Background: an optimization exercise with open tools, aiming at small area. Do not read the settings as production practice.
Where RTL was checked, it was by simulation tests only, not by an equivalence proof against the original.

== job 8836 ==
==> flow/design.v (excerpt) <==
module lhce_parse (
    input  wire        clk,
    input  wire        rst,           
    input  wire        start,
    input  wire [3:0]  op,
    input  wire [15:0] src_addr,
    input  wire [15:0] src_len,
    input  wire [31:0] ph_src,
    input  wire [31:0] ph_dst,
    output wire        busy,
    output reg         done,
    output wire        mem_rd,
    output wire [9:0]  mem_addr,
    input  wire [31:0] mem_rdata,
    output wire [3:0]  err_code,
    output wire [3:0]  err_sub,
    output wire [31:0] r_csum,
    output wire [31:0] r_csum_field,
    output wire [31:0] r_ip_len,
    output wire [31:0] r_ip_misc,
    output wire [31:0] r_ip_src,
    output wire [31:0] r_ip_dst,
    output wire [31:0] r_ip_hdr,
    output wire [31:0] r_ip_chk,
    output wire [31:0] r_tcp_ports,
    output wire [31:0] r_tcp_seq,
    output wire [31:0] r_tcp_ack,
    output wire [31:0] r_tcp_ctl,
    output wire [31:0] r_tcp_csum,
    output wire [31:0] r_tcp_hdr,
    output wire [31:0] r_pay,
    output wire [31:0] r_out
);
    localparam [3:0] S_IDLE  = 4'd0;
    localparam [3:0] S_PRE   = 4'd1;    
    localparam [3:0] S_TINIT = 4'd2;    
    localparam [3:0] S_TAIL  = 4'd3;    
    localparam [3:0] S_PS    = 4'd4;    
    localparam [3:0] S_K6    = 4'd5;    
    localparam [3:0] S_TSUM  = 4'd6;    
    localparam [3:0] S_FLUSH = 4'd7;    
    localparam [3:0] S_ISUM  = 4'd8;    
    localparam [3:0] S_CAP   = 4'd9;    
    localparam [3:0] S_RCHK  = 4'd10;   
    reg  [3:0]  st;
    reg  [2:0]  opk;       
    reg  [11:0] c_addr;    
    reg  [15:0] c_len;     
    reg  [3:0]  ihl;       
    reg         zq;        
    reg  [12:0] O;         
    reg  [4:0]  k;         
    reg  [15:0] R;         
    reg         cy;        
    reg         sw;        
    reg         addq;      
    reg  [1:0]  lane;      
    reg         m;         
    reg         tok;       
    reg         rbig;      
    wire [7:0]  C [0:29];  
    reg  [2:0]  ec, es;
    wire [15:0] q_calc;   wire q_match; wire q_present; wire [15:0] q_field;
    wire [3:0]  q_ihl;    wire [15:0] q_tl; wire [15:0] q_hcs; wire [7:0] q_ttl;
    wire [31:0] q_src, q_dst; wire [11:0] q_ipa; wire [15:0] q_ipcalc; wire q_ipm;
    wire [31:0] q_ports, q_seq, q_ack; wire [15:0] q_win; wire [3:0] q_doff; wire [5:0] q_flags;
  ...
Size in the first run: roughly 2300 cells after synthesis.
==> flow/config.mk <==
export PLATFORM = sky130hd
export DESIGN_NAME = lhce_parse
export DESIGN_NICKNAME = lhce_parse
export VERILOG_FILES = /design/flow/design.v
export SDC_FILE = /design/flow/constraint.sdc
export NUM_CORES = 4
export LEC_CHECK = 0
export CAP_MARGIN = 20
export CORE_MARGIN = 2
export CORE_UTILIZATION = 60
export CTS_CLUSTER_DIAMETER = 90
export CTS_CLUSTER_SIZE = 30
export PLACE_DENSITY = 0.75
export SLEW_MARGIN = 20
export SYNTH_HIERARCHICAL = 1
export SYNTH_MINIMUM_KEEP_SIZE = 0
==> flow/constraint.sdc <==
create_clock -name core_clock -period 7.0 [get_ports {clk}]
set_input_delay 1.4000 -clock core_clock [delete_from_list [all_inputs] [get_ports {clk}]]
set_output_delay 1.4000 -clock core_clock [all_outputs]
set_load 0.01 [all_outputs]
standard.sh (not shown) runs the stock make flow with config.mk's settings and CLKGATE_MAP_FILE= SYNTH_SCRIPT=/design/flow/synth_recipe.tcl, a recipe that flattens the netlist after the stock synthesis.
==> flow/flow/run.sh <==
#!/bin/bash
# Standard layout (the standard.sh, standard synthesis), with the port
# buffers that global placement inserts made of sky130_fd_sc_hd__buf_1 and
# one tie cell per constant value.
set -euo pipefail
export BUFFER_PORTS_ARGS="-buffer_cell sky130_fd_sc_hd__buf_1"
export SKIP_REPAIR_TIE_FANOUT=1
bash standard.sh > standard.log 2>&1
Modified inputs, job 6442 compared to job 8836
-- flow/design.v --
<<< job 8836, line 101
    wire iss     = iss_pre | iss_sum | iss_cap;
    wire [12:0] addr = {1'b0, c_addr} + O;
    assign mem_rd   = iss;
    assign mem_addr = addr[11:2];
>>> job 6442, line 101
    wire iss     = iss_pre | iss_sum | iss_cap;
    wire [12:0] addr = {1'b0, c_addr} + O;
    wire [12:0] O_inc;
    lhce_rip #(.W(13), .NB(0), .SUB(0)) u_oinc (.a(O), .b(1'b0), .ci(1'b1),
        .s(O_inc), .co());
    wire [4:0] k_inc;
    lhce_rip #(.W(5), .NB(0), .SUB(0)) u_kinc (.a(k), .b(1'b0), .ci(1'b1),
        .s(k_inc), .co());
    assign mem_rd   = iss;
    assign mem_addr = addr[11:2];
<<< job 8836, line 106
    wire [7:0] ain = (addq ? mb : 8'd0) | ((st == S_TAIL) ? C[29] : 8'd0) |
                     {5'd0, k6inj, k6inj, 1'b0};
    wire [8:0] asum = {1'b0, R[7:0]} + {1'b0, ain} + {8'd0, cy};
    wire [15:0] p_tl  = {C[6], C[5]};
    wire [3:0]  p_ihl = C[8][3:0];
>>> job 6442, line 112
    wire [7:0] ain = (addq ? mb : 8'd0) | ((st == S_TAIL) ? C[29] : 8'd0) |
                     {5'd0, k6inj, k6inj, 1'b0};
    wire [8:0] asum;
    lhce_rip #(.W(8), .NB(8), .SUB(0)) u_asum (.a(R[7:0]), .b(ain), .ci(cy),
        .s(asum[7:0]), .co(asum[8]));
    wire [15:0] p_tl  = {C[6], C[5]};
    wire [3:0]  p_ihl = C[8][3:0];
<<< job 8836, line 196
        lane <= addr[1:0];
        done <= fin & ~rst;
        if (iss) O <= O + 13'd1;
        case (st)
        S_IDLE: begin
>>> job 6442, line 204
        lane <= addr[1:0];
        done <= fin & ~rst;
        if (iss) O <= O_inc;
        case (st)
        S_IDLE: begin
<<< job 8836, line 219
        end
        S_PRE: if (!pre_end) begin
            k <= k + 5'd1;
            if (k == 5'd11) O <= {10'd0, fr, 2'b00};
        end else begin
>>> job 6442, line 227
        end
        S_PRE: if (!pre_end) begin
            k <= k_inc;
            if (k == 5'd11) O <= {10'd0, fr, 2'b00};
        end else begin
<<< job 8836, line 237
        end
        S_TAIL: begin
            k <= k + 5'd1;
            if (k == 5'd7) st <= S_K6;
        end
>>> job 6442, line 245
        end
        S_TAIL: begin
            k <= k_inc;
            if (k == 5'd7) st <= S_K6;
        end
<<< job 8836, line 248
        end
        S_FLUSH: begin
            k <= k + 5'd1;
            if (k == 5'd3) begin
                tok <= (R == 16'hFFFF);
>>> job 6442, line 256
        end
        S_FLUSH: begin
            k <= k_inc;
            if (k == 5'd3) begin
                tok <= (R == 16'hFFFF);
<<< job 8836, line 260
        S_CAP: begin
            if (iss_cap) begin
                k <= k + 5'd1;
                if (k == 5'd19) O <= ct ? 13'd16 : 13'd10;
                if (k == 5'd29) O <= ct ? 13'd14 : 13'd8;
>>> job 6442, line 268
        S_CAP: begin
            if (iss_cap) begin
                k <= k_inc;
                if (k == 5'd19) O <= ct ? 13'd16 : 13'd10;
                if (k == 5'd29) O <= ct ? 13'd14 : 13'd8;
<<< job 8836, line 314
    assign q_payl[1:0] = q_outl[1:0];
    wire ipv = |q_ihl;
    wire [15:0] ip_seg;    
    lhce_rip #(.W(14), .NB(4), .SUB(1)) u_seg (.a(q_tl[15:2]), .b(q_ihl), .ci(1'b1),
        .s(ip_seg[15:2]), .co());
>>> job 6442, line 322
    assign q_payl[1:0] = q_outl[1:0];
    wire ipv = |q_ihl;
    wire [15:0] ip_seg;
    lhce_rip #(.W(14), .NB(4), .SUB(1)) u_seg (.a(q_tl[15:2]), .b(q_ihl), .ci(1'b1),
        .s(ip_seg[15:2]), .co());
<<< job 8836, line 367
            if (i < NB) begin : f
                lhce_fa u (.a(a[i]), .b(SUB ? ~b[i] : b[i]), .ci(c[i]), .s(s[i]), .co(c[i+1]));
            end else if (SUB) begin : d
                lhce_dec u (.a(a[i]), .ci(c[i]), .s(s[i]), .co(c[i+1]));
            end else begin : h
                lhce_inc u (.a(a[i]), .ci(c[i]), .s(s[i]), .co(c[i+1]));
            end
        end
    endgenerate
>>> job 6442, line 375
            if (i < NB) begin : f
                lhce_fa u (.a(a[i]), .b(SUB ? ~b[i] : b[i]), .ci(c[i]), .s(s[i]), .co(c[i+1]));
            end else if (!SUB) begin : h
                lhce_inc u (.a(a[i]), .ci(c[i]), .s(s[i]), .co(c[i+1]));
            end
        end
        if (SUB && W > NB) begin : d
            lhce_decp #(.W(W - NB)) u (.a(a[W-1:NB]), .ci(c[NB]), .s(s[W-1:NB]));
            assign c[W] = 1'b0;
        end
    endgenerate
<<< job 8836, line 379
    assign s  = a ^ b ^ ci;
    assign co = (a & b) | (a & ci) | (b & ci);
endmodule
module lhce_dec (input wire a, input wire ci, output wire s, output wire co);
    lhce_xnor u_s (.a(a), .b(ci), .y(s));
    lhce_or   u_c (.a(a), .b(ci), .y(co));
endmodule
module lhce_xnor (input wire a, input wire b, output wire y);
>>> job 6442, line 389
    assign s  = a ^ b ^ ci;
    assign co = (a & b) | (a & ci) | (b & ci);
endmodule
module lhce_xnor (input wire a, input wire b, output wire y);
<<< job 8836, line 394
    assign co = a & ci;
endmodule
>>> job 6442, line 400
    assign co = a & ci;
endmodule
module lhce_decp #(
    parameter W = 8
) (
    input  wire [W-1:0] a,
    input  wire         ci,
    output wire [W-1:0] s
);
    wire [W:0] p;
    assign p[0] = 1'b0;
    genvar i;
    generate
        for (i = 0; i < W; i = i + 1) begin : g
            wire c;
            if (i == 0) begin : z
                assign c = ci;
            end else begin : o
                lhce_or u_p (.a(p[i-1]), .b(a[i-1]), .y(p[i]));
                lhce_or u_c (.a(ci), .b(p[i]), .y(c));
            end
            lhce_xnor u_s (.a(a[i]), .b(c), .y(s[i]));
        end
    endgenerate
endmodule
Notes after the runs:
- Lower sequential share of layout area among job 8836 and job 6442: job 8836
- On count of cell instances traversed by the critical path: job 6442 sits below job 8836.
- Of job 8836 and job 6442, the run reporting the lower worst setup slack after layout was job 8836.
- Global-route usage in job 6442 vs job 8836: down 0.43 points
- Via-per-instance ratio of job 6442 falls short of that of job 8836 slightly.
Only the layout flow was run in job 8836; the RTL was not checked for function there.

port drivers added, routing unchanged:
The flow's constraints put no driver on any port. The routed layouts listed below were extracted and timed again, unchanged, in two steps.
Step 1, drivers: a clkbuf_16 drives clk and a buf_2 each remaining input, both assumed.
Step 2 times the ports against the registers' clock, not the clock port: input delays grow and output delays shrink by t, the midpoint of the rising clock arrivals with the driver on.
a / b / c = no drivers / after step 1 / after step 2; a / b = the first two.
| run | t (ns) | setup WS [ns] | worst setup path at the end | worst register clock-pin slew, ns |
|---|---|---|---|---|
| job 8836 | 0.677 | 0.228 / 0.168 / 0.259 | register to register | 0.12 / 0.12 |
| job 6442 | 0.690 | 1.306 / 1.306 / 1.130 | input to register | 0.12 / 0.12 |
After both steps setup and hold are still met in every run listed. For job 6442, which loses most, drivers alone change the setup slack by 0.000 ns; drivers and shift together by -0.176 ns.
